From an optimization exercise on the open Yosys and OpenROAD flow, aimed at small area and a short achievable clock period; shortcuts taken in it are not production practice.
RTL that was checked went through simulation tests only; none was proved equivalent to the original.

== violet ==
## ign_engine
module ign_engine (
    input  wire        clk,
    input  wire        rst,           
    input  wire        edge_in,       
    input  wire        cmd_valid,     
    input  wire [2:0]  cmd_op,
    input  wire [31:0] cmd_data,
    output reg  [1:0]  spark,         
    output reg  [1:0]  sync_state,    
    output reg  [1:0]  phase,         
    output reg         busy,
    output reg         ign_en,
    output reg  [1:0]  tidx,
    output reg  [1:0]  ref_idx,
    output reg  [15:0] rps,
    output reg  [15:0] rpm
);
Settings: LEC_CHECK=0, ABC_AREA=1, CAP_MARGIN=20, CORE_MARGIN=2, CORE_UTILIZATION=70, CTS_BUF_LIST=sky130_fd_sc_hd__clkbuf_16, CTS_CLUSTER_DIAMETER=80, CTS_CLUSTER_SIZE=20, PLACE_DENSITY=0.8, SLEW_MARGIN=20; clock period 420.0 ns.
run.sh (not shown) runs the stock make flow with config.mk's settings and CLKGATE_MAP_FILE= SYNTH_SCRIPT=/design/flow/synth_recipe.tcl, a recipe that flattens the netlist after the stock synthesis.
Inputs modified between violet and quartz:
--- a/flow/design.v
+++ b/flow/design.v
@@ -230,39 +230,21 @@
     reg [7:0] timing;
     integer j;
     always @* begin
         timing = tbl_timing[N_SLOTS-1];
         for (j = N_SLOTS - 1; j >= 1; j = j - 1)
             if (gt16(tbl_speed[j], rps_new)) timing = tbl_timing[j-1];
         if (gt16(tbl_speed[0], rps_new)) timing = tbl_timing[0];
     end
     wire [8:0] diff = {1'b0, shift_r} - {1'b0, timing};
     wire [7:0] value = diff[8] ? 8'd0 : (diff[7:0] > 8'd180) ? 8'd180 : diff[7:0];
-    reg  [26:0] pr [0:6];
-    reg  [26:0] m_s1, m_c1, m_s2, m_c2, m_s3, m_c3, m_s4, m_c4, m_s5, m_c5;
-    integer mi;
-    always @* begin
-        for (mi = 0; mi < 6; mi = mi + 1)
-            pr[mi] = value[mi] ? ({8'd0, S} << mi) : 27'd0;
-        pr[6] = value[6] ? {2'd0, S, 6'd0} : value[7] ? {1'd0, S, 7'd0} : 27'd0;
-        m_s1 = pr[0] ^ pr[1] ^ pr[2];
-        m_c1 = ((pr[0] & pr[1]) | (pr[0] & pr[2]) | (pr[1] & pr[2])) << 1;
-        m_s2 = pr[3] ^ pr[4] ^ pr[5];
-        m_c2 = ((pr[3] & pr[4]) | (pr[3] & pr[5]) | (pr[4] & pr[5])) << 1;
-        m_s3 = m_s1 ^ m_c1 ^ m_s2;
-        m_c3 = ((m_s1 & m_c1) | (m_s1 & m_s2) | (m_c1 & m_s2)) << 1;
-        m_s4 = m_s3 ^ m_c3 ^ m_c2;
-        m_c4 = ((m_s3 & m_c3) | (m_s3 & m_c2) | (m_c3 & m_c2)) << 1;
-        m_s5 = m_s4 ^ m_c4 ^ pr[6];
-        m_c5 = ((m_s4 & m_c4) | (m_s4 & pr[6]) | (m_c4 & pr[6])) << 1;
-    end
-    wire [26:0] u = m_s5 + m_c5;
+    wire [26:0] u = value * S;
     reg  [36:0] P;
     always @* begin
         case (psel0)
             3'd0:    P = {10'd0, u};
             3'd1:    P = {7'd0, u, 3'd0};
             3'd2:    P = {4'd0, u, 6'd0};
             3'd3:    P = {2'd0, u, 8'd0};
             default: P = {u, 10'd0};
         endcase
     end
==> notes.md <==
- Worst hold slack: violet and quartz compared, higher one is quartz
- [quartz vs violet] maximum single-stage delay on the critical path: higher in quartz
- Proportion of synthesized area in mux cells came out higher on quartz than on violet.
- Summed area of non-filler cells in the final layout on quartz is behind violet.
- Critical path depth ended up 2 higher on quartz than on violet.
- Diff violet -> quartz: post-layout minimum cycle time fell by 170 ps, final instance count without filler cells rose by 90, number of detailed-route iterations in the first pass rose by 1.

========
v32:
ign_engine, a different RTL version from the one above (not shown whole).
Size in the first run: about 7100 cells after synthesis, ~490 flip-flops, roughly 83 I/O pins, about 58000 µm² of cells after synthesis.
==> flow/config.mk <==
export PLATFORM = sky130hd
export DESIGN_NAME = ign_engine
export DESIGN_NICKNAME = ign_engine
export VERILOG_FILES = /design/flow/design.v
export SDC_FILE = /design/flow/constraint.sdc
export NUM_CORES = 4
export LEC_CHECK = 0
export CAP_MARGIN = 20
export CORE_MARGIN = 2
export CORE_UTILIZATION = 30
export PLACE_DENSITY = 0.4
export SLEW_MARGIN = 20
==> flow/constraint.sdc <==
create_clock -name core_clock -period 420.0 [get_ports {clk}]
set_input_delay 84.0000 -clock core_clock [delete_from_list [all_inputs] [get_ports {clk}]]
set_output_delay 84.0000 -clock core_clock [all_outputs]
set_load 0.01 [all_outputs]
No stage failed in v32, and the final checks on the layout all came back clean.
#### Input delta (v27 over v32)
-- flow/design.v --
<<< v32, line 71
    wire [1:0]  lock_ref = l3 ? 2'd3 : l2 ? 2'd2 : l1 ? 2'd1 : 2'd0;
    reg [23:0] f;
    always @* begin
        case (psel0)
            3'd0:    f = 24'd16000000;
            3'd1:    f = 24'd2000000;
            3'd2:    f = 24'd250000;
            3'd3:    f = 24'd62500;
            default: f = 24'd15625;
        endcase
    end
    wire sat = {16'd0, f[23:16]} >= S;
    wire [18:0] rr [0:16];
    wire [15:0] q;
    assign rr[16] = {11'd0, f[23:16]};
    genvar gi;
    generate
        for (gi = 0; gi < 16; gi = gi + 1) begin : g_div
            localparam [18:0] M = (gi <= 5) ? 19'h7FFFF : ((19'd1 << (24 - gi)) - 19'd1);
            wire [19:0] rin = {rr[gi+1], f[gi]};
            wire        ge  = rin >= {1'b0, S};
            wire [19:0] dif = rin - {1'b0, S};
            wire [19:0] nx  = ge ? dif : rin;
            assign q[gi] = ge;
            assign rr[gi] = nx[18:0] & M;
        end
    endgenerate
    wire [18:0] fr [0:6];
    wire [5:0]  g;
    assign fr[0] = rr[0];
    generate
        for (gi = 1; gi <= 6; gi = gi + 1) begin : g_frac
            wire [19:0] rin = {fr[gi-1], 1'b0};
            wire        ge  = rin >= {1'b0, S};
            wire [19:0] dif = rin - {1'b0, S};
            wire [19:0] nx  = ge ? dif : rin;
            assign g[6-gi] = ge;
            assign fr[gi] = nx[18:0];
        end
    endgenerate
    wire [5:0]  q2 = g - {4'd0, g[5:4]} - {5'd0, (fr[6] < fr[2])};
    wire [21:0] rpm_full = {q, q2} - {4'd0, q, 2'b00};
    wire [15:0] rps_new = sat ? 16'hFFFF : q;
    wire [15:0] rpm_new = (sat || rpm_full[21:16] != 6'd0) ? 16'hFFFF : rpm_full[15:0];
    reg [7:0] timing;
    integer j;
>>> v27, line 71
    wire [1:0]  lock_ref = l3 ? 2'd3 : l2 ? 2'd2 : l1 ? 2'd1 : 2'd0;
    reg [23:0] f;
    reg [13:0] c_sat;
    always @* begin
        case (psel0)
            3'd0:    begin f = 24'd16000000; c_sat = 14'd14648; end
            3'd1:    begin f = 24'd2000000;  c_sat = 14'd1831;  end
            3'd2:    begin f = 24'd250000;   c_sat = 14'd228;   end
            3'd3:    begin f = 24'd62500;    c_sat = 14'd57;    end
            default: begin f = 24'd15625;    c_sat = 14'd14;    end
        endcase
    end
    wire        big = S <= {5'd0, c_sat};
    wire [29:0] N = big ? {6'd0, f} : {f, 6'd0};
    wire [18:0] rr [0:17];
    wire [16:0] Q;
    assign rr[17] = {6'd0, N[29:17]};
    genvar gi;
    generate
        for (gi = 0; gi < 17; gi = gi + 1) begin : g_div
            localparam [18:0] M = (gi <= 11) ? 19'h7FFFF : ((19'd1 << (30 - gi)) - 19'd1);
            wire [19:0] rin = {rr[gi+1], N[gi]};
            wire [20:0] dd  = {1'b0, rin} - {2'b0, S};
            wire        ge  = ~dd[20];
            wire [19:0] nx  = ge ? dd[19:0] : rin;
            assign Q[gi] = ge;
            assign rr[gi] = nx[18:0] & M;
        end
    endgenerate
    wire [10:0] qs = Q[16:6];
    wire [5:0]  q2 = Q[5:0] - {4'd0, Q[5:4]} - {5'd0, (rr[0] < rr[4])};
    wire [16:0] rpm_full = {qs, q2} - {4'd0, qs, 2'b00};
    wire [15:0] rps_new = !big ? {5'd0, qs} : Q[16] ? 16'hFFFF : Q[15:0];
    wire [15:0] rpm_new = big ? 16'hFFFF : rpm_full[15:0];
    reg [7:0] timing;
    integer j;
Findings:
As of v27, number of cell instances on the worst register-to-register path had fallen by a little under 10% compared to v32.
Summary — cell depth of the worst setup path, v27 relative to v32: lower, by 28.
Share of the clock period used by the worst path (lower): v27
met2 capacity usage during global routing for v27 is lower than for v32.
v27 vs. v32: synthesized cell count went down by 537.
psel0[1]$_SDFFE_PP0P_ as the launching element of the worst setup path was reported by v32, and psel0[0]$_SDFFE_PP0P_ by v27.
In v27 the detailed-routing wirelength on met1 turned out 14000 µm lower than in v32.
No functional check of the RTL was part of v32.

static timing again, ports no longer ideal:
Ports are ideal in the flow. The routed layouts listed here were re-timed in OpenROAD. Step 1, drivers: a clkbuf_16 drives clk and a buf_2 each remaining input, both assumed. Step 2 adds t to the input delays and takes it off the output delays; t is the mean of the earliest and latest rising clock arrival at the registers after step 1. Input paths then give back, and output paths get back, about the clock's delay inside the block. Three values: no drivers, after step 1, after step 2; two values: the first two.
run	t, ns	slack for setup (ns)	hold slack, ns	worst setup path at the end	worst data-port slew with drivers (ns)
violet	0.683	333.173 / 333.218 / 332.535	0.480 / 0.480 / 0.480	input to register	0.04
quartz	0.704	333.341 / 333.390 / 332.686	0.500 / 0.500 / 0.500	input to register	0.08
v32	0.748	324.764 / 324.764 / 324.764	0.480 / 0.480 / 0.480	register to register	0.06
v27	0.760	331.100 / 331.100 / 331.100	0.461 / 0.461 / 0.461	register to register	0.04
After both steps setup and hold are still met in every run listed. For quartz, which loses most, drivers alone change the setup slack by +0.049 ns; drivers and shift together by -0.655 ns.
